Source: an optimization exercise on an open RTL-to-GDS flow (aim: small area). Production flows keep margins and buffers that such runs may drop.
The RTL was checked by simulation tests, not by an equivalence proof against the original design.
No driver is modelled on the clock port, so clocking that relies on it looks cheaper here than on a real chip.
Power figures rest on the tool's default switching activity, not on a simulated workload.

==> flow/design.v <==
module bms_crc8_step (
    input  wire [7:0] crc_in,
    input  wire [7:0] data_in,
    output reg  [7:0] crc_out
);
    integer i;
    reg [7:0] a;
    always @(*) begin
        a = crc_in ^ data_in;
        for (i = 0; i < 8; i = i + 1) begin
            if (a[7])
                a = {a[6:0], 1'b0} ^ 8'h07;
            else
                a = {a[6:0], 1'b0};
        end
        crc_out = a;
    end
endmodule
module bms_frame_codec (
    input  wire        clk,
    input  wire        rst,
    input  wire        op_valid,
    output wire        op_ready,
    input  wire [7:0]  op_code,
    input  wire [31:0] op_arg,
    input  wire        hin_valid,
    output wire        hin_ready,
    input  wire [7:0]  hin_data,
    output wire        res_valid,
    input  wire        res_ready,
    output wire [3:0]  res_code,
    output wire [31:0] res_data,
    output wire        hout_valid,
    input  wire        hout_ready,
    output wire [7:0]  hout_data,
    output wire        tx_valid,
    input  wire        tx_ready,
    output wire [7:0]  tx_data,
    input  wire        rx_valid,
    output wire        rx_ready,
    input  wire        rx_tmo,
    input  wire [7:0]  rx_data
);
    localparam [3:0] S_IDLE    = 4'd0;
    localparam [3:0] S_TX_HDR  = 4'd1;      
    localparam [3:0] S_TX_PAY  = 4'd2;      
    localparam [3:0] S_RX_PRE  = 4'd3;      
    localparam [3:0] S_RX_SYNC = 4'd4;      
    localparam [3:0] S_RX_HDR  = 4'd5;      
    localparam [3:0] S_RX_PAY  = 4'd6;      
    localparam [3:0] S_RES     = 4'd7;      
    localparam [3:0] S_RESP    = 4'd8;      
    localparam [3:0] S_POUT    = 4'd9;      
    localparam [3:0] S_POUTF   = 4'd10;     
    localparam [1:0] X_OK = 2'd0, X_NP = 2'd1, X_BI = 2'd2, X_BO = 2'd3;
    reg [3:0]  st;
    reg [1:0]  xc;
    reg [31:0] h;         
    reg [7:0]  cnt;
    reg [7:0]  crc_acc;
    reg [7:0]  crc_w;
    reg [7:0]  ph;        
    reg [2039:0] ring;    
    wire [7:0] len = h[31:24];
    wire       at_len = (cnt == len);
    wire       aligned = (ph == cnt);
    wire in_rx = (st == S_RX_PRE) || (st == S_RX_SYNC) || (st == S_RX_HDR) || (st == S_RX_PAY);
    reg [7:0] tx_b;
    always @(*) begin
        if (st == S_TX_PAY)
            tx_b = at_len ? crc_w : hin_data;
        else
            tx_b = cnt[3] ? h[7:0] : (cnt[2:0] == 3'd7) ? 8'hF0 : 8'h55;
    end
    assign op_ready   = (st == S_IDLE);
    assign tx_valid   = (st == S_TX_HDR) || ((st == S_TX_PAY) && (at_len || hin_valid));
    assign tx_data    = tx_b;
    assign hin_ready  = (st == S_TX_PAY) && !at_len && tx_ready;
    assign rx_ready   = in_rx && (st != S_RX_PAY || at_len || aligned);
    assign res_valid  = (st == S_RES) || (st == S_RESP);
    assign res_code   = {xc[1] & xc[0], 1'b0, xc[1] ^ xc[0], xc[1]};
    assign res_data   = h;
    assign hout_valid = (st == S_POUTF);
    assign hout_data  = h[7:0];
    wire tx_take = tx_valid && tx_ready;
    wire rx_take = rx_valid && rx_ready;
    wire wr      = rx_take && !rx_tmo && (st == S_RX_PAY) && !at_len;
    wire [7:0] crc_acc_next, crc_w_next;
    bms_crc8_step u_crc_acc (.crc_in(crc_acc), .data_in(op_arg[7:0]), .crc_out(crc_acc_next));
    bms_crc8_step u_crc_w   (.crc_in(crc_w),   .data_in(in_rx ? rx_data : tx_b), .crc_out(crc_w_next));
    always @(posedge clk) begin
        ring <= {ring[2031:0], ring[2039:2032]};
        if (wr)
            ring[15:8] <= rx_data;
    end
    always @(posedge clk) begin
        if (rst || ph == 8'd254)
            ph <= 8'd0;
        else
            ph <= ph + 8'd1;
    end
    always @(posedge clk) begin
        if (rst) begin
            st      <= S_IDLE;
            crc_acc <= 8'h00;
        end else begin
            case (st)
            S_IDLE: if (op_valid) begin
                cnt   <= 8'd3;
                crc_w <= 8'h00;
                xc    <= X_OK;
                st    <= S_RES;
                case (op_code)
                8'h00: begin
                    crc_acc <= 8'h00;
                    h       <= 32'd0;
                end
                8'h01: begin
                    crc_acc <= crc_acc_next;
                    h       <= {24'd0, crc_acc_next};
                end
                8'h03: begin
                    h <= op_arg;
                    if (op_arg[6:0] != 7'd0) begin
                        xc <= X_BI;
                        h  <= {24'd0, op_arg[7:0]};
                    end else begin
                        st <= S_TX_HDR;
                    end
                end
                8'h04: st <= S_RX_PRE;
                default: begin
                    xc <= X_BO;
                    h  <= {24'd0, op_code};
                end
                endcase
            end
            S_TX_HDR: if (tx_ready) begin
                cnt <= cnt + 8'd1;
                if (cnt[3]) begin
                    crc_w <= crc_w_next;
                    h     <= {h[7:0], h[31:8]};
                end
                if (cnt[3] && cnt[1:0] == 2'd3) begin
                    cnt <= 8'd0;
                    st  <= S_TX_PAY;
                end
            end
            S_TX_PAY: if (tx_take) begin
                if (at_len) begin
                    h  <= {23'd0, {1'b0, len} + 9'd10};
                    st <= S_RES;
                end else begin
                    crc_w <= crc_w_next;
                    cnt   <= cnt + 8'd1;
                end
            end
            S_RX_PRE, S_RX_SYNC, S_RX_HDR, S_RX_PAY: if (rx_take) begin
                if (rx_tmo) begin
                    xc <= X_NP;
                    h  <= {31'd0, st != S_RX_PRE};
                    st <= S_RES;
                end else begin
                    case (st)
                    S_RX_PRE: if (rx_data == 8'h55) st <= S_RX_SYNC;
                    S_RX_SYNC: begin
                        cnt <= 8'd0;
                        if (rx_data == 8'hF0) begin
                            st <= S_RX_HDR;
                        end else if (rx_data != 8'h55) begin
                            xc <= X_NP;
                            h  <= 32'd2;
                            st <= S_RES;
                        end
                    end
                    S_RX_HDR: begin
                        h     <= {rx_data, h[31:16], h[15], 7'd0};
                        crc_w <= crc_w_next;
                        cnt   <= cnt + 8'd1;
                        if (cnt[1:0] == 2'd3) begin
                            cnt <= 8'd0;
                            st  <= S_RX_PAY;
                        end
                    end
                    default: begin  
                        if (at_len) begin
                            cnt <= 8'd0;
                            if (rx_data == crc_w) begin
                                st <= S_RESP;
                            end else begin
                                xc <= X_NP;
                                h  <= 32'd3;
                                st <= S_RES;
                            end
                        end else begin
                            crc_w <= crc_w_next;
                            cnt   <= cnt + 8'd1;
                        end
                    end
                    endcase
                end
            end
            S_RES: if (res_ready) st <= S_IDLE;
            S_RESP: if (res_ready) st <= S_POUT;
            default: begin  
                if (st == S_POUT || hout_ready) begin
                    if (at_len) begin
                        st <= S_IDLE;
                    end else if (aligned) begin
                        h[7:0] <= ring[7:0];
                        st     <= S_POUTF;
                        cnt    <= cnt + 8'd1;
                    end else begin
                        st <= S_POUT;
                    end
                end
            end
            endcase
        end
    end
endmodule
==> flow/flow/run.sh <==
#!/bin/bash
# Standard ORFS layout (the standard.sh), with these changes:
#  - port buffers: buf_1 cells;
#  - clock tree: clkbuf_16 buffers, no dummy loads, and the sink clustering
#    picked from a few candidates: after placement each candidate tree is
#    built on the placed design, and the one adding the least area whose
#    worst flip-flop clock-pin slew (placement parasitics) is at most
#    SLEW_CAP ns is used for the real clock tree.
set -euo pipefail
BUF="BUFFER_PORTS_ARGS=-buffer_cell sky130_fd_sc_hd__buf_1"
BASE="-sink_clustering_enable -repair_clock_nets -dont_use_dummy_load -buf_list sky130_fd_sc_hd__clkbuf_16"
SLEW_CAP=0.120
RES=orfs/results/$FLOW_PLATFORM/bms_frame_codec/base

bash standard.sh "$BUF" place > flow_place.log 2>&1

CANDS=("-sink_clustering_size 36 -sink_clustering_max_diameter 100"
       "-sink_clustering_size 34 -sink_clustering_max_diameter 80"
       "-sink_clustering_size 33 -sink_clustering_max_diameter 90"
       "-sink_clustering_size 32 -sink_clustering_max_diameter 100"
       "-sink_clustering_size 32 -sink_clustering_max_diameter 80"
       "-sink_clustering_size 30 -sink_clustering_max_diameter 80"
       "-sink_clustering_size 28 -sink_clustering_max_diameter 100"
       "-sink_clustering_size 24 -sink_clustering_max_diameter 60")
pids=()
for i in "${!CANDS[@]}"; do
  TRIAL_DB=$RES/3_place.odb TRIAL_SDC=$RES/3_place.sdc TRIAL_CTS_ARGS="$BASE ${CANDS[$i]}" \
    openroad -no_init -threads 1 -exit flow/cts_trial.tcl > flow_cts_trial_$i.log 2>&1 &
  pids+=($!)
  if (( ${#pids[@]} >= NUM_CORES )); then wait "${pids[0]}" || true; pids=("${pids[@]:1}"); fi
done
wait || true

best=""; best_area=""
for i in "${!CANDS[@]}"; do
  r=$(grep -h "^TRIAL_RESULT" flow_cts_trial_$i.log | tail -1 || true)
  [[ -z "$r" ]] && continue
  area=$(echo "$r" | awk '{print $2}'); slew=$(echo "$r" | awk '{print $3}')
  echo "candidate $i: ${CANDS[$i]} area $area slew $slew" >> flow_cts_pick.log
  if awk -v s="$slew" -v c="$SLEW_CAP" 'BEGIN{exit !(s <= c)}'; then
    if [[ -z "$best" ]] || awk -v a="$area" -v b="$best_area" 'BEGIN{exit !(a < b)}'; then
      best=$i; best_area=$area
    fi
  fi
done
[[ -z "$best" ]] && best=$(( ${#CANDS[@]} - 1 ))
echo "picked $best: ${CANDS[$best]}" >> flow_cts_pick.log

bash standard.sh "$BUF" "CTS_ARGS=$BASE ${CANDS[$best]}" finish > flow_make.log 2>&1
==> flow/flow/cts_trial.tcl <==
# Trial clock tree on the placed design. Prints the cell area the tree adds
# and the worst flip-flop clock-pin slew under placement parasitics.
set P $::env(FLOW_HOME)/platforms/$::env(FLOW_PLATFORM)
read_liberty $P/lib/sky130_fd_sc_hd__tt_025C_1v80.lib
read_db $::env(TRIAL_DB)
read_sdc $::env(TRIAL_SDC)
source $P/setRC.tcl
proc cell_area {} {
  set a 0
  foreach inst [[ord::get_db_block] getInsts] {
    set m [$inst getMaster]
    set a [expr {$a + [$m getWidth] * [$m getHeight] / 1e6}]
  }
  return $a
}
set a0 [cell_area]
clock_tree_synthesis {*}$::env(TRIAL_CTS_ARGS)
set a1 [cell_area]
detailed_placement
estimate_parasitics -placement
set worst 0
foreach pin [get_pins -hierarchical */CLK] {
  foreach e {rise fall} {
    foreach a {max min} {
      set s [get_property $pin slew_${a}_$e]
      if {$s > $worst} { set worst $s }
    }
  }
}
puts "TRIAL_RESULT [format %.1f [expr {$a1 - $a0}]] [format %.4f $worst]"
==> flow/standard.sh <==
#!/bin/bash
# synth_recipe.tcl (not shown) runs the flow's synth.tcl, then flattens the netlist and writes it again
# the make line also repeats each setting of config.mk as NAME=value (left out here)
make -C /OpenROAD-flow-scripts/flow DESIGN_CONFIG=/design/flow/config.mk WORK_HOME=/design/flow/orfs CLKGATE_MAP_FILE= SYNTH_SCRIPT=/design/flow/synth_recipe.tcl "${@:-finish}"
==> flow/config.mk <==
export PLATFORM = sky130hd
export DESIGN_NAME = bms_frame_codec
export DESIGN_NICKNAME = bms_frame_codec
export VERILOG_FILES = /design/flow/design.v
export SDC_FILE = /design/flow/constraint.sdc
export NUM_CORES = 4
export LEC_CHECK = 0
export CAP_MARGIN = 20
export CORE_MARGIN = 2
export CORE_UTILIZATION = 50
export PLACE_DENSITY = 0.9
export SLEW_MARGIN = 20
==> flow/constraint.sdc <==
create_clock -name core_clock -period 10.0 [get_ports {clk}]
set_input_delay 2.0000 -clock core_clock [delete_from_list [all_inputs] [get_ports {clk}]]
set_output_delay 2.0000 -clock core_clock [all_outputs]
set_load 0.01 [all_outputs]
==> out/results.tsv, run 1 <==
stage	metric	value	unit
status	status	timing/DRC/antenna clean	
synthesis	Async SR Flop Fraction	0	%
routing	vias after detailed routing	17785	
die	Initial Util	50.5	%
synthesis	Post-synth EDFFs	50	
critical_path	critical path launch point type	register	
sta	Worst Slack Setup Final	4.46	ns
die	Die Wd	308	um
critical_path	reg2reg setup slack	5.56	ns
routing	DRT antenna net count	0	
placement	Cells after DPL	3943	
power_and_ir_drop	Power Dens Cells	269	nW/um^2
synthesis	post-synthesis sequential area ratio	92.4	%
synthesis	Warnings, synthesis	2	
clocking	Worst-path clk slew	0.11	ns
synthesis	Unique masters post-synth	69	
global_route	initial antenna violation count	1	
sta	fin. max-slew vios	0	
critical_path	WP data arrival	3.54	ns
global_route	largest net degree at the start of global routing	35	
global_route	Total GRT Usage	13.2	%
power_and_ir_drop	Peak VDD IR	141	uV
sta	fmax	181	MHz
synthesis	post-synthesis register bit count	2110	
sta	Post-Route Setup TNS	0	ns
hold_path	Hold Path Class	reg2reg	
sta	RSZ-0062 raised after global routing	no	
critical_path	crit-path cells	xnor2_1 > nand4_1 > nor2_1 > nand2_1 > nand3_1 > and2_1 > buf_1	
routing	via/cell ratio	4.43	
die	Core ar.	91700	um^2
clocking	Sink Count	2110	
global_route	vias in the first global route	18072	
final_layout	fraction of layout cells with a size suffix above 1	3.74	%
clocking	CTS resizes	0	
placement	Buffers on Ports	121	
sta	Final Hold Fails	0	
critical_path	CP Class	reg2out	
routing	Detailed Route WL	62700	um
clocking	# Post-CTS Setup Buffers	0	
die	Rows	111	
sta	minimum clock period	5.54	ns
routing	Remaining DRCs	0	
routing	Iter 0 DRT Violations	1568	
run	Max-Cap Viols	0	
die	Die H	308	um
global_route	first-pass GRT wire length	100000	um
critical_path	crit path max-delay cell type	nor2_1	
sta	Final period util	55.4	%
placement	Final Wtd Congestion	0.926	
critical_path	Critical Path Sink Type	primary output	
sta	Final Skew	0.0574	ns
final_layout	nets	2906	
synthesis	Primary FF master, synth	dfxtp_1	
sta	Slew HR	36.4	%
synthesis	syn avg cell area	17.3	um^2
routing	DR pass1 iterations	6	
placement	worst setup slack after placement	5.22	ns
synthesis	Mapped Cells	2676	
clocking	hold buffers post-CTS	0	
synthesis	area of the mapped netlist	46300	um^2
critical_path	Critical Path Fanout Max	19	
die	Ports	123	
clocking	TritonCTS Buffers	75	
sta	Setup violations, final	0	
critical_path	CP peak stage delay	0.88	ns
die	Die ar.	95000	um^2
sta	worst slew pin tran	0.953	ns
critical_path	Worst EP required	8.00	ns
power_and_ir_drop	Tot Pwr	13400	uW
final_layout	Area Overhead vs Synth	7.86	%
power_and_ir_drop	Pleak	0.0194	uW
routing	DR WL/cell	15.6	um
placement	HPWL after DPL	35200	um
clocking	Worst-Skew Late Latency	0.63	ns
clocking	CTS tree	built	
global_route	total grt overflow	0	
final_layout	Post-Layout Cell Count	4019	
sequential cells by signal (all words and copies together), names as in the netlist:
name	flops
cnt	8
xc	2
crc_acc	8
ring	2040
st	4
ph	8
h	32
crc_w	8
Yosys cell counts, types with 4 or more instances:
cell type,count,area share (%)
a211oi_1,8,0.13
a21oi_1,38,0.41
a222oi_1,14,0.30
a22o_1,16,0.30
a311oi_1,4,0.076
a31oi_1,5,0.068
and2_1,5,0.068
and3_1,8,0.11
buf_2,5,0.054
buf_4,11,0.18
clkbuf_1,28,0.23
dfxtp_1,2060,89
edfxtp_1,50,3.2
ha_1,7,0.19
inv_1,22,0.18
mux2_2,8,0.19
nand2_1,56,0.45
nand2b_1,5,0.068
nand3_1,23,0.25
nand4_1,8,0.11
nor2_1,68,0.55
nor2b_1,7,0.095
nor3_1,18,0.19
nor4_1,6,0.081
o21ai_0,39,0.42
o22ai_1,4,0.054
o31ai_1,5,0.081
xnor2_1,40,0.76
xor2_1,43,0.81
worst paths after layout:
check,startpoint,cells past startpoint,end
worst max-delay path,cnt[3],7,tx_data[5]
worst min-delay path,ring[2009],0,ring[2017]
worst max register to register,cnt[3],8,crc_w[7]
worst min register to register,ring[2009],0,ring[2017]
routing by layer:
layer  part of all wire [%]  wire (um)  track usage, %
met5                      0          0               0
met4                    3.7       2310            5.55
met3                    5.7       3590            2.70
met2                     42      26100            19.9
met1                     49      30700            18.8
worst max-delay path, delay by kind of cell, from the launching register on:
family	cells	cell delay, ns
and+or+nand+nor	5	1.73
buffers and inverters	1	0.15
DFF	1	0.86
xor gates and xnor gates	1	0.20
cell usage in the layout, fill, tap and decap left out, types with 3 or more instances in the layout:
cell       count
and2_1         5
a222oi_1      14
dfxtp_1     2060
buf_4          8
xor2_1        43
or3_1          3
o21ai_0       39
a21boi_0       3
or2_2          3
nand3_1       23
nor2b_1        6
mux2_2         8
edfxtp_1      50
a21oi_1       38
nor3_1        18
a31oi_1        5
o22ai_1        4
xnor2_1       40
a311oi_1       4
nor2_1        68
nand2_1       56
clkbuf_16     75
o31ai_1        5
a221oi_1       3
and3_1         8
nand2b_1       5
a211o_1        3
ha_1           7
nor4_1         6
inv_1         22
a211oi_1       8
nand4_1        8
buf_1        121
a22o_1        16
o211ai_1       3
power by group:
| part | internal (uW) | switching [uW] | total [uW] |
|---|---|---|---|
| Clock | 1370 | 2220 | 3590 |
| Sequential | 8590 | 164 | 8750 |
| Combinational | 414 | 669 | 1080 |
layout make-up:
class                      instances  area, um^2
sequential                      2110       42700
fill                            6876       41700
multi-input combinational        496        3210
clock buffer                      75        1880
tap                             1186        1480
timing repair buffer             129         514
inverter                          22        82.6
antenna                            1        2.50
kinds of logic after synthesis:
kind of cell,share of synthesized area (%)
xor gates and xnor gates,1.61
adders and majority gates,0.189
muxes,0.216
other,0.00810
AOI/OAI and AO/OA,2.57
and+or+nand+nor,2.35
buffers and inverters,0.706
DFF,92.4
metrics by stage:
step | utilization [%] | cell area [um^2] | hold slack (ns)
after floorplan | - | 46300 | 0.310
after global placement | 52.4 | 48000 | 0.311
after detailed placement | 52.4 | 48000 | 0.312
after CTS | 54.5 | 49900 | 0.286
after global routing | 54.5 | 49900 | 0.293
final | 54.5 | 49900 | 0.285
==> run 2, diff against run 1 <==
--- a/flow/design.v
+++ b/flow/design.v
@@ -58,7 +58,7 @@
     reg [31:0] h;         
     reg [7:0]  cnt;
     reg [7:0]  crc_acc;
-    reg [7:0]  crc_w;
+    reg [7:0]  crc_w;     
     reg [7:0]  ph;        
     reg [2039:0] ring;    
     wire [7:0] len = h[31:24];
@@ -81,7 +81,7 @@
     assign res_code   = {xc[1] & xc[0], 1'b0, xc[1] ^ xc[0], xc[1]};
     assign res_data   = h;
     assign hout_valid = (st == S_POUTF);
-    assign hout_data  = h[7:0];
+    assign hout_data  = crc_w;
     wire tx_take = tx_valid && tx_ready;
     wire rx_take = rx_valid && rx_ready;
     wire wr      = rx_take && !rx_tmo && (st == S_RX_PAY) && !at_len;
@@ -207,7 +207,7 @@
                     if (at_len) begin
                         st <= S_IDLE;
                     end else if (aligned) begin
-                        h[7:0] <= ring[7:0];
+                        crc_w  <= ring[7:0];
                         st     <= S_POUTF;
                         cnt    <= cnt + 8'd1;
                     end else begin
==> out/results.tsv, run 2 <==
stage	metric	value	unit
critical_path	critical path launch point type	register	
clocking	Sink Count	2110	
sta	Setup violations, final	0	
hold_path	HP Start	ring[1461]	
final_layout	Area Overhead vs Synth	7.92	%
routing	Detailed Route WL	70300	um
synthesis	post-synthesis sequential area ratio	92.5	%
sta	worst slew pin tran	1.11	ns
critical_path	Critical R2R Capture	crc_w[0]	
clocking	CTS tree	built	
status	status	timing/DRC/antenna clean	
routing	Iter 0 DRT Violations	1811	
die	Core ar.	91700	um^2
sta	Post-Route Setup TNS	0	ns
sta	RSZ-0062 raised after global routing	no	
die	Die H	308	um
synthesis	top-area cell type share of the netlist area	89.2	%
synthesis	syn avg cell area	17.4	um^2
routing	via/cell ratio	4.50	
synthesis	Warnings, synthesis	2	
sta	Final Hold Fails	0	
global_route	first-pass GRT wire length	110000	um
synthesis	ranking of synthesized cells by area	dfxtp_1 (89%), edfxtp_1 (3.2%), xnor2_1 (1.1%), nor2_1 (0.53%), nand2_1 (0.44%)	
final_layout	fill count	6662	
global_route	Total GRT Usage	14.9	%
critical_path	worst reg2reg path depth	7	
global_route	vias in the first global route	18853	
routing	vias after detailed routing	18056	
sta	Final period util	55.5	%
critical_path	reg2reg setup slack	5.81	ns
routing	DR WL/cell	17.5	um
clocking	# Post-CTS Setup Buffers	0	
synthesis	post-synthesis register bit count	2110	
critical_path	CP Class	reg2out	
routing	Remaining DRCs	0	
run	Max-Cap Viols	0	
die	Die ar.	94900	um^2
synthesis	area of the mapped netlist	46200	um^2
critical_path	Critical Path Fanout Max	19	
synthesis	Mapped Cells	2656	
clocking	CTS resizes	0	
global_route	largest net degree at the start of global routing	35	
final_layout	max reg flops	2040	
power_and_ir_drop	Power Dens Cells	275	nW/um^2
final_layout	Biggest register	ring	
clocking	TritonCTS Buffers	72	
hold_path	Hold Path Class	reg2reg	
final_layout	most common cell after layout, fill and taps aside	dfxtp_1	
placement	Final Wtd Congestion	0.930	
placement	worst setup slack after placement	4.86	ns
clocking	hold buffers post-CTS	0	
die	Die Wd	308	um
die	Initial Util	50.4	%
sta	fin. max-slew vios	0	
die	Rows	111	
final_layout	biggest regs	ring (2040), h (32)	
final_layout	nets	2895	
routing	DR pass1 iterations	8	
power_and_ir_drop	Pleak	0.0194	uW
hold_path	Hold Crit Depth	0	
placement	HPWL after DPL	39200	um
synthesis	Post-synth EDFFs	50	
final_layout	fraction of layout cells with a size suffix above 1	3.79	%
clocking	Worst-Skew Late Latency	0.65	ns
sta	Final Skew	0.0493	ns
die	Ports	123	
routing	DRT antenna net count	0	
hold_path	hold endpoint	ring[1469]	
synthesis	Primary FF master, synth	dfxtp_1	
synthesis	area leader, netlist	dfxtp_1	
synthesis	Unique masters post-synth	73	
synthesis	top-count cell post-synth	dfxtp_1	
global_route	initial antenna violation count	1	
critical_path	Worst EP required	8.00	ns
placement	Buffers on Ports	121	
final_layout	commonest non-fill, non-tap cells in the layout	dfxtp_1 (2060), buf_1 (121), clkbuf_16 (72)	
synthesis	Async SR Flop Fraction	0	%
sta	minimum clock period	5.55	ns
sta	Slew HR	25.5	%
critical_path	WP data arrival	3.55	ns
clocking	Worst-path clk slew	0.12	ns
power_and_ir_drop	Peak VDD IR	150	uV
critical_path	Critical Path Sink Type	primary output	
sta	Post-Route Hold Slack	0.294	ns
sta	fmax	180	MHz
critical_path	R2R Path Start	cnt[3]	
global_route	total grt overflow	0	
sta	Worst Slack Setup Final	4.45	ns
synthesis	Synth top cells by count	dfxtp_1 (2060), nor2_1 (65), xnor2_1 (56)	
critical_path	CP startpoint	cnt[3]	
[run 2: per-stage QoR]
stage	total power [uW]	cell area (um^2)	utilization (%)	std cells
5_1_grt	14100	49900	54.4	4008
2_1_floorplan	9850	46200	-	2656
4_1_cts	13700	49900	54.4	4007
3_5_place_dp	10300	48100	52.4	3935
3_3_place_gp	10200	48100	52.4	3935
6_report	13700	49900	54.4	4008
[run 2: worst max path at each step]
stage                       to  slack, ns  cells past startpoint
floorplan           tx_data[7]       5.44                      3
global route        tx_data[7]       4.18                      7
global placement    tx_data[7]       4.99                      7
finish              tx_data[7]       4.45                      7
CTS                 tx_data[7]       4.19                      7
detailed placement  tx_data[7]       4.86                      7
[run 2: kinds of logic (layout without fill, tap and decap cells)]
| kind of cell | Yosys count | in the layout | share of synthesized area (%) |
|---|---|---|---|
| flip-flops | 2110 | 2110 | 92.5 |
| AND/OR/NAND/NOR | 201 | 201 | 2.09 |
| AO/OA/AOI/OAI | 184 | 184 | 2.74 |
| XOR/XNOR | 83 | 83 | 1.67 |
| buffers and inverters | 57 | 222 | 0.512 |
| multiplexers | 13 | 13 | 0.303 |
| adder cells (fa/ha/maj) | 7 | 7 | 0.190 |
| other | 1 | 2 | 0.00811 |
[run 2: cell type report]
type / instances / area (um^2) / area share [%]
Sequential cell: 2110 / 42700 / 85.7
Clock buffer: 72 / 1800 / 3.61
Multi-Input combinational cell: 489 / 3250 / 6.51
Tap cell: 1186 / 1480 / 2.98
Antenna cell: 1 / 2.50 / 0.00502
Timing Repair Buffer: 129 / 514 / 1.03
Inverter: 21 / 78.8 / 0.158
[run 2: routing by layer]
layer / wire length (um) / GRT usage (%) / part of all wire [%] / vias up
met5: 0 / 0 / 0 / -
met4: 2080 / 5.06 / 3.0 / 0
met3: 3840 / 2.59 / 5.5 / 148
met2: 33800 / 25.3 / 48 / 582
met1: 30600 / 19.4 / 44 / 8548
li1: - / - / - / 8778
[run 2: critical path, stage by stage, from the launching register on]
cell      delay, ns
edfxtp_1       0.86
xnor2_1        0.21
nand4_1        0.47
nor2_2         0.75
or3_1          0.21
o21ai_0        0.07
a21boi_0       0.18
buf_1          0.17
[run 2: where the power goes]
part	switching [uW]	leakage [uW]	internal, uW
registers	184	0.0171	8610
logic	824	0.00142	527
clock network	2240	0.000887	1320
total	3250	0.0194	10500
==> run 3, diff against run 2 <==
--- a/flow/config.mk
+++ b/flow/config.mk
@@ -10,3 +10,4 @@
 export CORE_UTILIZATION = 50
 export PLACE_DENSITY = 0.9
 export SLEW_MARGIN = 20
+export SYNTH_HIERARCHICAL = 1
==> out/results.tsv, run 3 <==
stage	metric	value	unit
sta	RSZ-0062 raised after global routing	no	
clocking	# Post-CTS Setup Buffers	0	
hold_path	Hold Path Class	reg2reg	
placement	Buffers on Ports	121	
placement	Final Wtd Congestion	0.907	
sta	Setup violations, final	0	
final_layout	Reg area	42700	um^2
die	Core ar.	91500	um^2
sta	minimum clock period	4.84	ns
power_and_ir_drop	Pleak	0.0193	uW
critical_path	crit-path cells	nand2b_1 > nor3_2 > buf_4 > a211oi_1 > a21oi_1 > buf_1	
routing	Detailed Route WL	64100	um
clocking	Worst-Skew Late Latency	0.65	ns
synthesis	ranking of synthesized cells by area	dfxtp_1 (90%), edfxtp_1 (3.3%), xnor2_1 (1.0%), xor2_1 (0.51%), a21oi_1 (0.40%)	
power_and_ir_drop	Peak VDD IR	143	uV
status	status	timing/DRC/antenna clean	
synthesis	Warnings, synthesis	8	
final_layout	fin util	54.4	%
sta	Final period util	48.4	%
critical_path	CP Class	reg2out	
clocking	CTS resizes	0	
synthesis	top-area cell type share of the netlist area	89.5	%
clocking	TritonCTS Buffers	74	
routing	via/cell ratio	4.40	
synthesis	Primary FF master, synth	dfxtp_1	
global_route	total grt overflow	0	
die	Die H	308	um
final_layout	Final Cell Area	49800	um^2
routing	DRT antenna net count	0	
synthesis	area leader, netlist	dfxtp_1	
global_route	initial antenna violation count	1	
die	Die ar.	94600	um^2
sta	Final Skew	0.0609	ns
sta	Post-Route Setup TNS	0	ns
final_layout	fraction of layout cells with a size suffix above 1	4.03	%
global_route	Total GRT Usage	13.6	%
critical_path	Critical Path Fanout Max	25	
clocking	hold buffers post-CTS	0	
clocking	CTS tree	built	
run	Max-Cap Viols	0	
placement	Cells after DPL	3893	
final_layout	fill count	6804	
final_layout	Post-Layout Cell Count	3968	
sta	fmax	207	MHz
synthesis	Synth top cells by count	dfxtp_1 (2060), xnor2_1 (55), edfxtp_1 (50)	
synthesis	area of the mapped netlist	46100	um^2
synthesis	post-synthesis sequential area ratio	92.8	%
synthesis	Unique masters post-synth	67	
routing	Iter 0 DRT Violations	1348	
final_layout	most common cell after layout, fill and taps aside	dfxtp_1	
sta	Final Hold Fails	0	
critical_path	CP top delay family	flip-flops	
routing	DR pass1 iterations	6	
final_layout	Biggest register	ring	
routing	DR WL/cell	16.2	um
die	Rows	111	
die	Die Wd	308	um
power_and_ir_drop	Power Dens Cells	271	nW/um^2
placement	HPWL after DPL	35100	um
final_layout	Area Overhead vs Synth	8.07	%
global_route	first-pass GRT wire length	102000	um
routing	Remaining DRCs	0	
final_layout	multi-input logic area	3070	um^2
global_route	largest net degree at the start of global routing	34	
critical_path	CP peak stage delay	0.94	ns
clocking	Worst-path clk slew	0.11	ns
critical_path	CP bufs+invs	2	
final_layout	commonest non-fill, non-tap cells in the layout	dfxtp_1 (2060), buf_1 (121), clkbuf_16 (74)	
final_layout	# diodes	0	
sta	worst slew pin tran	0.986	ns
sta	fin. max-slew vios	0	
sta	Slew HR	34.2	%
synthesis	Post-synth EDFFs	50	
clocking	Sink Count	2110	
synthesis	Async SR Flop Fraction	0	%
global_route	vias in the first global route	17972	
final_layout	max reg flops	2040	
critical_path	WP data arrival	2.84	ns
power_and_ir_drop	Tot Pwr	13500	uW
critical_path	crit path max-delay cell type	dfxtp_1	
routing	vias after detailed routing	17478	
synthesis	post-synthesis register bit count	2110	
synthesis	top-count cell post-synth	dfxtp_1	
die	Initial Util	50.3	%
die	Ports	123	
final_layout	biggest regs	ring (2040), h (32)	
synthesis	syn avg cell area	17.6	um^2
critical_path	Critical Path Sink Type	primary output	
critical_path	critical path launch point type	register	
placement	Placed Area	47900	um^2
final_layout	nets	2856	
critical_path	Worst EP required	8.00	ns
synthesis	Mapped Cells	2614	
-- run 3: cell types whose count changed in the layout (fill, tap and decap cells not counted), moves of 8 or more --
| cell | delta |
|---|---|
| o21ai_0 | -18 |
| nand2_1 | -17 |
| mux2_2 | +8 |
| nor2_1 | -24 |
| inv_1 | +9 |
-- run 3: per-module statistics from Yosys, one instance, submodules excluded --
module / times used / flops+latches / area, um^2
bms_crc8_step: 2 / 0 / 184
bms_frame_codec: 1 / 2110 / 45700
-- run 3: power by group --
part	switching [uW]	leakage, uW	total, uW	internal, uW
clock	2230	0.000912	3580	1350
sequential	176	0.0171	8770	8590
combinational	653	0.00134	1130	473
-- run 3: worst paths after layout --
kind	slack, ns	depth (start not counted)	start	endpoint
min reg2reg	0.29	0	ring[501]	ring[509]
max reg2reg	6.28	12	cnt[3]	crc_w[0]
min	0.29	0	ring[501]	ring[509]
max	5.16	6	st[1]	tx_data[0]
-- run 3: final cells by class --
| cell class | instances | share of cell area [%] |
|---|---|---|
| Clock buffer | 74 | 3.72 |
| Inverter | 28 | 0.211 |
| Multi-Input combinational cell | 438 | 6.16 |
| Sequential cell | 2110 | 85.9 |
| Tap cell | 1186 | 2.98 |
| Timing Repair Buffer | 132 | 1.07 |
-- run 3: stage by stage --
step	worst slack [ns]	hold slack [ns]
detailed placement	5.43	0.312
finish	5.16	0.292
floorplan	3.52	0.310
CTS	5.18	0.286
global route	4.94	0.294
global placement	5.47	0.311
-- run 3: kinds of logic after synthesis --
kind of cell / synth area share, %
xor+xnor: 1.56
other cells: 0.00814
compound gates: 2.25
simple gates: 1.99
mux: 0.608
buf+inv: 0.589
fa+ha+maj: 0.212
flops: 92.8
-- run 3: per-layer routing --
metal | GRT usage, % | up-vias | part of all wire, %
met2 | 21.3 | 446 | 44
met1 | 19.2 | 8264 | 48
met3 | 2.48 | 133 | 4.8
li1 | - | 8633 | -
met5 | 0 | - | 0.016
met4 | 4.73 | 2 | 3.2
==> run 4, diff against run 3 <==
--- a/flow/design.v
+++ b/flow/design.v
@@ -58,7 +58,7 @@
     reg [31:0] h;         
     reg [7:0]  cnt;
     reg [7:0]  crc_acc;
-    reg [7:0]  crc_w;     
+    reg [7:0]  crc_w;
     reg [7:0]  ph;        
     reg [2039:0] ring;    
     wire [7:0] len = h[31:24];
@@ -81,7 +81,7 @@
     assign res_code   = {xc[1] & xc[0], 1'b0, xc[1] ^ xc[0], xc[1]};
     assign res_data   = h;
     assign hout_valid = (st == S_POUTF);
-    assign hout_data  = crc_w;
+    assign hout_data  = h[7:0];
     wire tx_take = tx_valid && tx_ready;
     wire rx_take = rx_valid && rx_ready;
     wire wr      = rx_take && !rx_tmo && (st == S_RX_PAY) && !at_len;
@@ -207,7 +207,7 @@
                     if (at_len) begin
                         st <= S_IDLE;
                     end else if (aligned) begin
-                        crc_w  <= ring[7:0];
+                        h[7:0] <= ring[7:0];
                         st     <= S_POUTF;
                         cnt    <= cnt + 8'd1;
                     end else begin
--- a/flow/flow/run.sh
+++ b/flow/flow/run.sh
@@ -5,20 +5,21 @@
 #    picked from a few candidates: after placement each candidate tree is
 #    built on the placed design, and the one adding the least area whose
 #    worst flip-flop clock-pin slew (placement parasitics) is at most
-#    SLEW_CAP ns is used for the real clock tree.
+#    SLEW_CAP ns is used for the real clock tree;
+#  - the buffers synthesis inserted are removed at floorplan
+#    (REMOVE_ABC_BUFFERS=1); repair_design adds back the ones needed.
 set -euo pipefail
 BUF="BUFFER_PORTS_ARGS=-buffer_cell sky130_fd_sc_hd__buf_1"
+RAB="REMOVE_ABC_BUFFERS=1"
 BASE="-sink_clustering_enable -repair_clock_nets -dont_use_dummy_load -buf_list sky130_fd_sc_hd__clkbuf_16"
-SLEW_CAP=0.120
+SLEW_CAP=0.118
 RES=orfs/results/$FLOW_PLATFORM/bms_frame_codec/base
 
-bash standard.sh "$BUF" place > flow_place.log 2>&1
+bash standard.sh "$BUF" "$RAB" place > flow_place.log 2>&1
 
-CANDS=("-sink_clustering_size 36 -sink_clustering_max_diameter 100"
-       "-sink_clustering_size 34 -sink_clustering_max_diameter 80"
-       "-sink_clustering_size 33 -sink_clustering_max_diameter 90"
-       "-sink_clustering_size 32 -sink_clustering_max_diameter 100"
+CANDS=("-sink_clustering_size 34 -sink_clustering_max_diameter 80"
        "-sink_clustering_size 32 -sink_clustering_max_diameter 80"
+       "-sink_clustering_size 32 -sink_clustering_max_diameter 60"
        "-sink_clustering_size 30 -sink_clustering_max_diameter 80"
        "-sink_clustering_size 28 -sink_clustering_max_diameter 100"
        "-sink_clustering_size 24 -sink_clustering_max_diameter 60")
@@ -46,4 +47,4 @@
 [[ -z "$best" ]] && best=$(( ${#CANDS[@]} - 1 ))
 echo "picked $best: ${CANDS[$best]}" >> flow_cts_pick.log
 
-bash standard.sh "$BUF" "CTS_ARGS=$BASE ${CANDS[$best]}" finish > flow_make.log 2>&1
+bash standard.sh "$BUF" "$RAB" "CTS_ARGS=$BASE ${CANDS[$best]}" finish > flow_make.log 2>&1
--- a/flow/config.mk
+++ b/flow/config.mk
@@ -10,4 +10,3 @@
 export CORE_UTILIZATION = 50
 export PLACE_DENSITY = 0.9
 export SLEW_MARGIN = 20
-export SYNTH_HIERARCHICAL = 1
==> out/results.tsv, run 4 <==
stage	metric	value	unit
final_layout	fraction of layout cells with a size suffix above 1	3.98	%
routing	Iter 0 DRT Violations	1750	
sta	Post-Route Setup TNS	0	ns
placement	Final Wtd Congestion	0.883	
synthesis	area leader, netlist	dfxtp_1	
global_route	initial antenna violation count	0	
final_layout	biggest regs	ring (2040), h (32)	
status	status	timing/DRC/antenna clean	
clocking	CTS tree	built	
routing	DRT antenna net count	0	
synthesis	top-area cell type share of the netlist area	89.1	%
power_and_ir_drop	Pleak	0.0195	uW
synthesis	area of the mapped netlist	46300	um^2
die	Core ar.	91700	um^2
clocking	# Post-CTS Setup Buffers	0	
final_layout	nets	2913	
sta	worst slew pin tran	0.908	ns
power_and_ir_drop	Peak VDD IR	143	uV
run	Max-Cap Viols	0	
final_layout	fin util	54.6	%
placement	HPWL after DPL	34500	um
sta	Final period util	52.0	%
critical_path	Critical R2R Capture	crc_w[2]	
hold_path	Hold Path Class	reg2reg	
synthesis	Async SR Flop Fraction	0	%
die	Initial Util	50.5	%
synthesis	syn avg cell area	17.3	um^2
final_layout	# diodes	0	
final_layout	Final Cell Area	50000	um^2
die	Die Wd	308	um
die	Ports	123	
critical_path	reg2reg setup slack	5.98	ns
clocking	CTS resizes	0	
critical_path	worst reg2reg path depth	9	
clocking	TritonCTS Buffers	78	
critical_path	R2R Path Start	cnt[3]	
synthesis	post-synthesis register bit count	2110	
hold_path	hold endpoint	ring[1026]	
routing	Remaining DRCs	0	
routing	top sig layer	met4	
sta	Setup violations, final	0	
synthesis	Primary FF master, synth	dfxtp_1	
routing	DR pass1 iterations	7	
sta	RSZ-0062 raised after global routing	no	
hold_path	HP Start	ring[1018]	
die	Rows	111	
critical_path	crit-path cells	xnor2_1 > nand4_1 > or4_4 > nand2_1 > nor2_1 > buf_1	
critical_path	crit path max-delay cell type	edfxtp_1	
final_layout	Biggest register	ring	
final_layout	most common cell after layout, fill and taps aside	dfxtp_1	
placement	Buffers on Ports	121	
power_and_ir_drop	Power Dens Cells	270	nW/um^2
synthesis	Unique masters post-synth	69	
routing	DR WL met2	26700	um
clocking	Worst-path clk slew	0.11	ns
clocking	hold buffers post-CTS	0	
final_layout	fill count	6908	
routing	met1 WL	31000	um
critical_path	CP Class	reg2out	
synthesis	Mapped Cells	2676	
synthesis	Warnings, synthesis	2	
critical_path	Critical Path Fanout Max	19	
critical_path	CP peak stage delay	0.87	ns
critical_path	Worst EP required	8.00	ns
critical_path	critical path launch point type	register	
die	Die H	308	um
critical_path	Critical Path Sink Type	primary output	
synthesis	top-count cell post-synth	dfxtp_1	
clocking	Sink Count	2110	
sta	Slew HR	39.4	%
routing	vias after detailed routing	17864	
hold_path	Hold Crit Depth	0	
sta	Final Hold Fails	0	
routing	routed wl met3	3420	um
final_layout	max reg flops	2040	
die	Die ar.	95000	um^2
final_layout	commonest non-fill, non-tap cells in the layout	dfxtp_1 (2060), buf_1 (121), clkbuf_16 (78)	
synthesis	post-synthesis sequential area ratio	92.4	%
global_route	Total GRT Usage	13.3	%
routing	DR WL/cell	15.6	um
critical_path	WP data arrival	3.20	ns
global_route	largest net degree at the start of global routing	33	
synthesis	Synth top cells by count	dfxtp_1 (2060), nor2_1 (68), nand2_1 (56)	
clocking	Worst-Skew Late Latency	0.64	ns
global_route	first-pass GRT wire length	101000	um
global_route	vias in the first global route	18119	
final_layout	Area Overhead vs Synth	8.08	%
placement	Placed Area	48100	um^2
sta	fin. max-slew vios	0	
routing	Detailed Route WL	63000	um
global_route	total grt overflow	0	
sta	minimum clock period	5.20	ns
routing	via/cell ratio	4.44	
sta	fmax	192	MHz
synthesis	ranking of synthesized cells by area	dfxtp_1 (89%), edfxtp_1 (3.2%), xor2_1 (0.81%), xnor2_1 (0.76%), nor2_1 (0.55%)	
sta	Final Skew	0.0596	ns
synthesis	Post-synth EDFFs	50	
## run 4: cell types whose count changed in the layout (fill, tap and decap cells not counted), sizes merged, moves of 4 or more
cell	delta
xor2	+16
mux2	-8
xnor2	-14
nor2	+27
a221oi	-7
mux2i	-9
a211oi	-4
o21ai	+20
inv	-6
nand2	+19
nand2b	-4
## run 4: report_power, final
group | total, uW | internal (uW) | switching, uW
clock | 3660 | 1420 | 2240
combinational | 1100 | 417 | 680
sequential | 8740 | 8590 | 150
## run 4: cells by family (layout without fill, tap and decap cells)
| kind of cell | Yosys count | count (layout) | share of synthesized area (%) |
|---|---|---|---|
| AO/OA/AOI/OAI | 171 | 171 | 2.57 |
| XOR/XNOR | 84 | 84 | 1.61 |
| adder cells (fa/ha/maj) | 7 | 7 | 0.189 |
| buffers and inverters | 70 | 233 | 0.706 |
| flip-flops | 2110 | 2110 | 92.4 |
| multiplexers | 9 | 9 | 0.216 |
| other | 1 | 1 | 0.00810 |
| AND/OR/NAND/NOR | 224 | 224 | 2.35 |
## run 4: layer usage
layer,vias to the layer above,GRT usage (%)
li1,8823,-
met1,8421,19.1
met2,489,19.8
met3,131,2.60
met4,0,5.34
met5,-,0
## run 4: through the flow
stage               std cells  setup WS (ns)  hold WS, ns  total power, uW
floorplan                2628           5.51        0.310             9620
global placement         3947           5.21        0.310             9960
detailed placement       3947           5.21        0.312             9990
CTS                      4025           4.87        0.260            13600
global route             4025           4.67        0.257            14000
finish                   4025           4.80        0.257            13500
## run 4: area by class of cell
class,count,area [um^2],share of cell area (%)
Tap cell,1186,1480,2.97
Sequential cell,2110,42700,85.5
Multi-Input combinational cell,496,3210,6.43
Timing Repair Buffer,133,544,1.09
Inverter,22,82.6,0.165
Clock buffer,78,1950,3.90
## run 4: how the worst max path moves through the flow
stage	to	start	depth (start not counted)	slack [ns]
floorplan	h[10]	rx_data[1]	9	5.51
global placement	tx_data[6]	hin_data[6]	4	5.21
detailed placement	tx_data[6]	hin_data[6]	4	5.21
CTS	tx_data[2]	cnt[3]	6	4.87
global route	tx_data[2]	cnt[3]	6	4.67
finish	tx_data[2]	cnt[3]	6	4.80
## run 4: worst max-delay path, delay by kind of cell (launching register included)
family | cells | cell delay, ns
buffers and inverters | 1 | 0.13
flip-flops | 1 | 0.87
XOR/XNOR | 1 | 0.21
AND/OR/NAND/NOR | 4 | 1.38
==> run 5, diff against run 4 <==
--- a/flow/design.v
+++ b/flow/design.v
@@ -58,7 +58,7 @@
     reg [31:0] h;         
     reg [7:0]  cnt;
     reg [7:0]  crc_acc;
-    reg [7:0]  crc_w;
+    reg [7:0]  crc_w;     
     reg [7:0]  ph;        
     reg [2039:0] ring;    
     wire [7:0] len = h[31:24];
@@ -81,7 +81,7 @@
     assign res_code   = {xc[1] & xc[0], 1'b0, xc[1] ^ xc[0], xc[1]};
     assign res_data   = h;
     assign hout_valid = (st == S_POUTF);
-    assign hout_data  = h[7:0];
+    assign hout_data  = crc_w;
     wire tx_take = tx_valid && tx_ready;
     wire rx_take = rx_valid && rx_ready;
     wire wr      = rx_take && !rx_tmo && (st == S_RX_PAY) && !at_len;
@@ -207,7 +207,7 @@
                     if (at_len) begin
                         st <= S_IDLE;
                     end else if (aligned) begin
-                        h[7:0] <= ring[7:0];
+                        crc_w  <= ring[7:0];
                         st     <= S_POUTF;
                         cnt    <= cnt + 8'd1;
                     end else begin
==> flow/flow/run.sh (replaced) <==
#!/bin/bash
# Standard ORFS layout (the standard.sh), with these changes:
#  - port buffers: buf_1 cells;
#  - clock tree: clkbuf_16 buffers, no dummy loads, and the sink clustering
#    picked from a few candidates: after placement each candidate tree is
#    built on the placed design, and the one adding the least area whose
#    worst flip-flop clock-pin slew (placement parasitics) is at most
#    SLEW_CAP ns is used for the real clock tree. Each candidate is also
#    tried with its non-leaf clock buffers (those that drive clock buffers)
#    resized to clkbuf_8 or clkbuf_4 (flow/post_cts.tcl).
set -euo pipefail
BUF="BUFFER_PORTS_ARGS=-buffer_cell sky130_fd_sc_hd__buf_1"
BASE="-sink_clustering_enable -repair_clock_nets -dont_use_dummy_load -buf_list sky130_fd_sc_hd__clkbuf_16"
SLEW_CAP=0.120
RES=orfs/results/$FLOW_PLATFORM/bms_frame_codec/base

bash standard.sh "$BUF" place > flow_place.log 2>&1

CANDS=("-sink_clustering_size 36 -sink_clustering_max_diameter 100"
       "-sink_clustering_size 34 -sink_clustering_max_diameter 80"
       "-sink_clustering_size 33 -sink_clustering_max_diameter 90"
       "-sink_clustering_size 32 -sink_clustering_max_diameter 100"
       "-sink_clustering_size 32 -sink_clustering_max_diameter 80"
       "-sink_clustering_size 30 -sink_clustering_max_diameter 80"
       "-sink_clustering_size 28 -sink_clustering_max_diameter 100"
       "-sink_clustering_size 24 -sink_clustering_max_diameter 60")
NLBUFS=(sky130_fd_sc_hd__clkbuf_16 sky130_fd_sc_hd__clkbuf_8 sky130_fd_sc_hd__clkbuf_4)
pids=()
for i in "${!CANDS[@]}"; do
  for j in "${!NLBUFS[@]}"; do
    TRIAL_DB=$RES/3_place.odb TRIAL_SDC=$RES/3_place.sdc TRIAL_CTS_ARGS="$BASE ${CANDS[$i]}" \
      TRIAL_NLBUF=${NLBUFS[$j]} \
      openroad -no_init -threads 1 -exit flow/cts_trial.tcl > flow_cts_trial_${i}_$j.log 2>&1 &
    pids+=($!)
    if (( ${#pids[@]} >= NUM_CORES )); then wait "${pids[0]}" || true; pids=("${pids[@]:1}"); fi
  done
done
wait || true

best=""; best_nl=""; best_area=""
for i in "${!CANDS[@]}"; do
  for j in "${!NLBUFS[@]}"; do
    r=$(grep -h "^TRIAL_RESULT" flow_cts_trial_${i}_$j.log | tail -1 || true)
    [[ -z "$r" ]] && continue
    area=$(echo "$r" | awk '{print $2}'); slew=$(echo "$r" | awk '{print $3}')
    echo "candidate $i/$j: ${CANDS[$i]} ${NLBUFS[$j]} area $area slew $slew" >> flow_cts_pick.log
    if awk -v s="$slew" -v c="$SLEW_CAP" 'BEGIN{exit !(s <= c)}'; then
      if [[ -z "$best" ]] || awk -v a="$area" -v b="$best_area" 'BEGIN{exit !(a < b)}'; then
        best=$i; best_nl=$j; best_area=$area
      fi
    fi
  done
done
if [[ -z "$best" ]]; then best=$(( ${#CANDS[@]} - 1 )); best_nl=0; fi
echo "picked $best/$best_nl: ${CANDS[$best]} ${NLBUFS[$best_nl]}" >> flow_cts_pick.log

NLBUF=${NLBUFS[$best_nl]} bash standard.sh "$BUF" "CTS_ARGS=$BASE ${CANDS[$best]}" \
  "POST_CTS_TCL=$PWD/flow/post_cts.tcl" finish > flow_make.log 2>&1
--- a/flow/flow/cts_trial.tcl
+++ b/flow/flow/cts_trial.tcl
@@ -15,6 +15,8 @@
 }
 set a0 [cell_area]
 clock_tree_synthesis {*}$::env(TRIAL_CTS_ARGS)
+set ::env(NLBUF) $::env(TRIAL_NLBUF)
+source [file dirname [info script]]/post_cts.tcl
 set a1 [cell_area]
 detailed_placement
 estimate_parasitics -placement
==> flow/flow/post_cts.tcl (new file) <==
# Resize the clock tree's non-leaf buffers (the ones that drive other clock
# buffers, not flip-flops) to $::env(NLBUF).
if {[info exists ::env(NLBUF)] && $::env(NLBUF) ne ""} {
  foreach i [get_cells clkbuf_*] {
    if {![string match clkbuf_leaf_* [get_full_name $i]]} {
      replace_cell $i $::env(NLBUF)
    }
  }
}
==> out/results.tsv, run 5 <==
stage	metric	value	unit
status	status	timing/DRC/antenna clean	
final_layout	nets	2895	
global_route	first-pass GRT wire length	110000	um
power_and_ir_drop	Pleak	0.0194	uW
sta	Final period util	55.5	%
sta	worst slew pin tran	1.11	ns
sta	Setup violations, final	0	
sta	Final Hold Fails	0	
synthesis	Synth top cells by count	dfxtp_1 (2060), nor2_1 (65), xnor2_1 (56)	
sta	RSZ-0062 raised after global routing	no	
clocking	CTS tree	built	
die	Die H	308	um
critical_path	Critical R2R Capture	crc_w[0]	
die	Die ar.	94900	um^2
sta	Post-Route Setup TNS	0	ns
clocking	Sink Count	2110	
sta	Final Skew	0.0493	ns
critical_path	WP data arrival	3.55	ns
global_route	largest net degree at the start of global routing	35	
routing	Remaining DRCs	0	
final_layout	fraction of layout cells with a size suffix above 1	3.79	%
synthesis	area leader, netlist	dfxtp_1	
routing	Detailed Route WL	70300	um
die	Core ar.	91700	um^2
global_route	vias in the first global route	18853	
synthesis	Async SR Flop Fraction	0	%
critical_path	crit-path cells	xnor2_1 > nand4_1 > nor2_2 > or3_1 > o21ai_0 > a21boi_0 > buf_1	
global_route	initial antenna violation count	1	
synthesis	top-area cell type share of the netlist area	89.2	%
routing	via/cell ratio	4.50	
sta	Post-Route Hold Slack	0.294	ns
sta	Slew HR	25.5	%
hold_path	hold endpoint	ring[1469]	
routing	DR pass1 iterations	8	
critical_path	R2R Path Start	cnt[3]	
routing	vias after detailed routing	18056	
final_layout	biggest regs	ring (2040), h (32)	
sta	Worst Slack Setup Final	4.45	ns
critical_path	CP Class	reg2out	
critical_path	Critical Path Fanout Max	19	
die	Ports	123	
power_and_ir_drop	Power Dens Cells	275	nW/um^2
synthesis	Mapped Cells	2656	
final_layout	max reg flops	2040	
global_route	total grt overflow	0	
hold_path	Hold Path Class	reg2reg	
die	Rows	111	
synthesis	Unique masters post-synth	73	
synthesis	ranking of synthesized cells by area	dfxtp_1 (89%), edfxtp_1 (3.2%), xnor2_1 (1.1%), nor2_1 (0.53%), nand2_1 (0.44%)	
critical_path	crit path max-delay cell type	edfxtp_1	
final_layout	Post-Layout Cell Count	4008	
placement	Buffers on Ports	121	
routing	DR WL/cell	17.5	um
final_layout	commonest non-fill, non-tap cells in the layout	dfxtp_1 (2060), buf_1 (121), clkbuf_16 (72)	
placement	Final Wtd Congestion	0.930	
critical_path	worst reg2reg path depth	7	
critical_path	CP bufs+invs	1	
placement	Cells after DPL	3935	
sta	fin. max-slew vios	0	
final_layout	most common cell after layout, fill and taps aside	dfxtp_1	
sta	fmax	180	MHz
critical_path	Worst EP required	8.00	ns
synthesis	post-synthesis register bit count	2110	
clocking	Worst-Skew Late Latency	0.65	ns
placement	HPWL after DPL	39200	um
die	Die Wd	308	um
synthesis	top-count cell post-synth	dfxtp_1	
synthesis	post-synthesis sequential area ratio	92.5	%
run	Max-Cap Viols	0	
placement	worst setup slack after placement	4.86	ns
synthesis	Warnings, synthesis	2	
synthesis	Primary FF master, synth	dfxtp_1	
final_layout	Area Overhead vs Synth	7.92	%
critical_path	CP top delay family	simple AND/OR/NAND/NOR gates	
hold_path	HP Start	ring[1461]	
synthesis	Post-synth EDFFs	50	
die	Initial Util	50.4	%
final_layout	fin util	54.4	%
global_route	Total GRT Usage	14.9	%
power_and_ir_drop	Peak VDD IR	150	uV
hold_path	Hold Crit Depth	0	
clocking	Worst-path clk slew	0.12	ns
critical_path	reg2reg setup slack	5.81	ns
critical_path	Critical Path Sink Type	primary output	
routing	DRT antenna net count	0	
critical_path	CP peak stage delay	0.86	ns
routing	Iter 0 DRT Violations	1811	
critical_path	critical path launch point type	register	
final_layout	Biggest register	ring	
sta	minimum clock period	5.55	ns
synthesis	area of the mapped netlist	46200	um^2
synthesis	syn avg cell area	17.4	um^2
-- run 5: area by class of cell --
cell class                 instances  area [um^2]
inverter                          21         78.8
fill                            6662        41800
tap                             1186         1480
antenna                            1         2.50
sequential                      2110        42700
multi-input combinational        489         3250
timing repair buffer             129          514
clock buffer                      72         1800
-- run 5: how the worst max path moves through the flow --
stage,startpoint,endpoint,slack (ns),cells after the start
after floorplan,hin_data[7],tx_data[7],5.44,3
after global placement,cnt[3],tx_data[7],4.99,7
after detailed placement,cnt[3],tx_data[7],4.86,7
after global routing,cnt[3],tx_data[7],4.18,7
final,cnt[3],tx_data[7],4.45,7
-- run 5: power by group --
| part | leakage, uW | switching (uW) | internal (uW) |
|---|---|---|---|
| combinational | 0.00142 | 824 | 527 |
| sequential | 0.0171 | 184 | 8610 |
| clock | 0.000887 | 2240 | 1320 |
-- run 5: per-layer routing --
metal  part of all wire (%)  vias up  global-route usage (%)
met2                     48      582                    25.3
met1                     44     8548                    19.4
met4                    3.0        0                    5.06
met3                    5.5      148                    2.59
li1                       -     8778                       -
met5                      0        -                       0
-- run 5: per-stage QoR --
stage	cell area [um^2]	total power, uW
after floorplan	46200	9850
after global placement	48100	10200
after detailed placement	48100	10300
after global routing	49900	14100
final	49900	13700
-- run 5: cell families after synthesis --
group | after synthesis | share of synthesized area (%)
mux | 13 | 0.303
buf+inv | 57 | 0.512
other cells | 1 | 0.00811
fa+ha+maj | 7 | 0.190
xor+xnor | 83 | 1.67
simple gates | 201 | 2.09
compound gates | 184 | 2.74
flops | 2110 | 92.5

[separate check: timing with driven ports]
How much do the figures lean on ideal ports? The routed layouts below were timed once more, with nothing changed but the port constraints.
Step 1: set_driving_cell puts a clkbuf_16 on clk and a buf_2 on each other input, an assumption about the parent block.
Step 2 also shifts input and output timing later by t, the mid clock arrival at the registers, as if the neighbouring blocks saw the same clock.
a / b / c = ideal / step 1 / step 2; a / b = the first two.
run | t, ns | setup WS [ns] | worst setup path after step 2 | cell pins on the clock port's net
run 1 | 0.676 | 4.462 / 4.401 / 5.077 | register to output | 1
run 2 | 0.678 | 4.452 / 4.392 / 5.071 | register to output | 1
run 3 | 0.684 | 5.159 / 5.094 / 5.394 | input to output | 1
run 4 | 0.679 | 4.800 / 4.734 / 5.115 | input to register | 1
run 5 | 0.678 | 4.452 / 4.392 / 5.071 | register to output | 1
After both steps setup and hold are still met in every run listed.
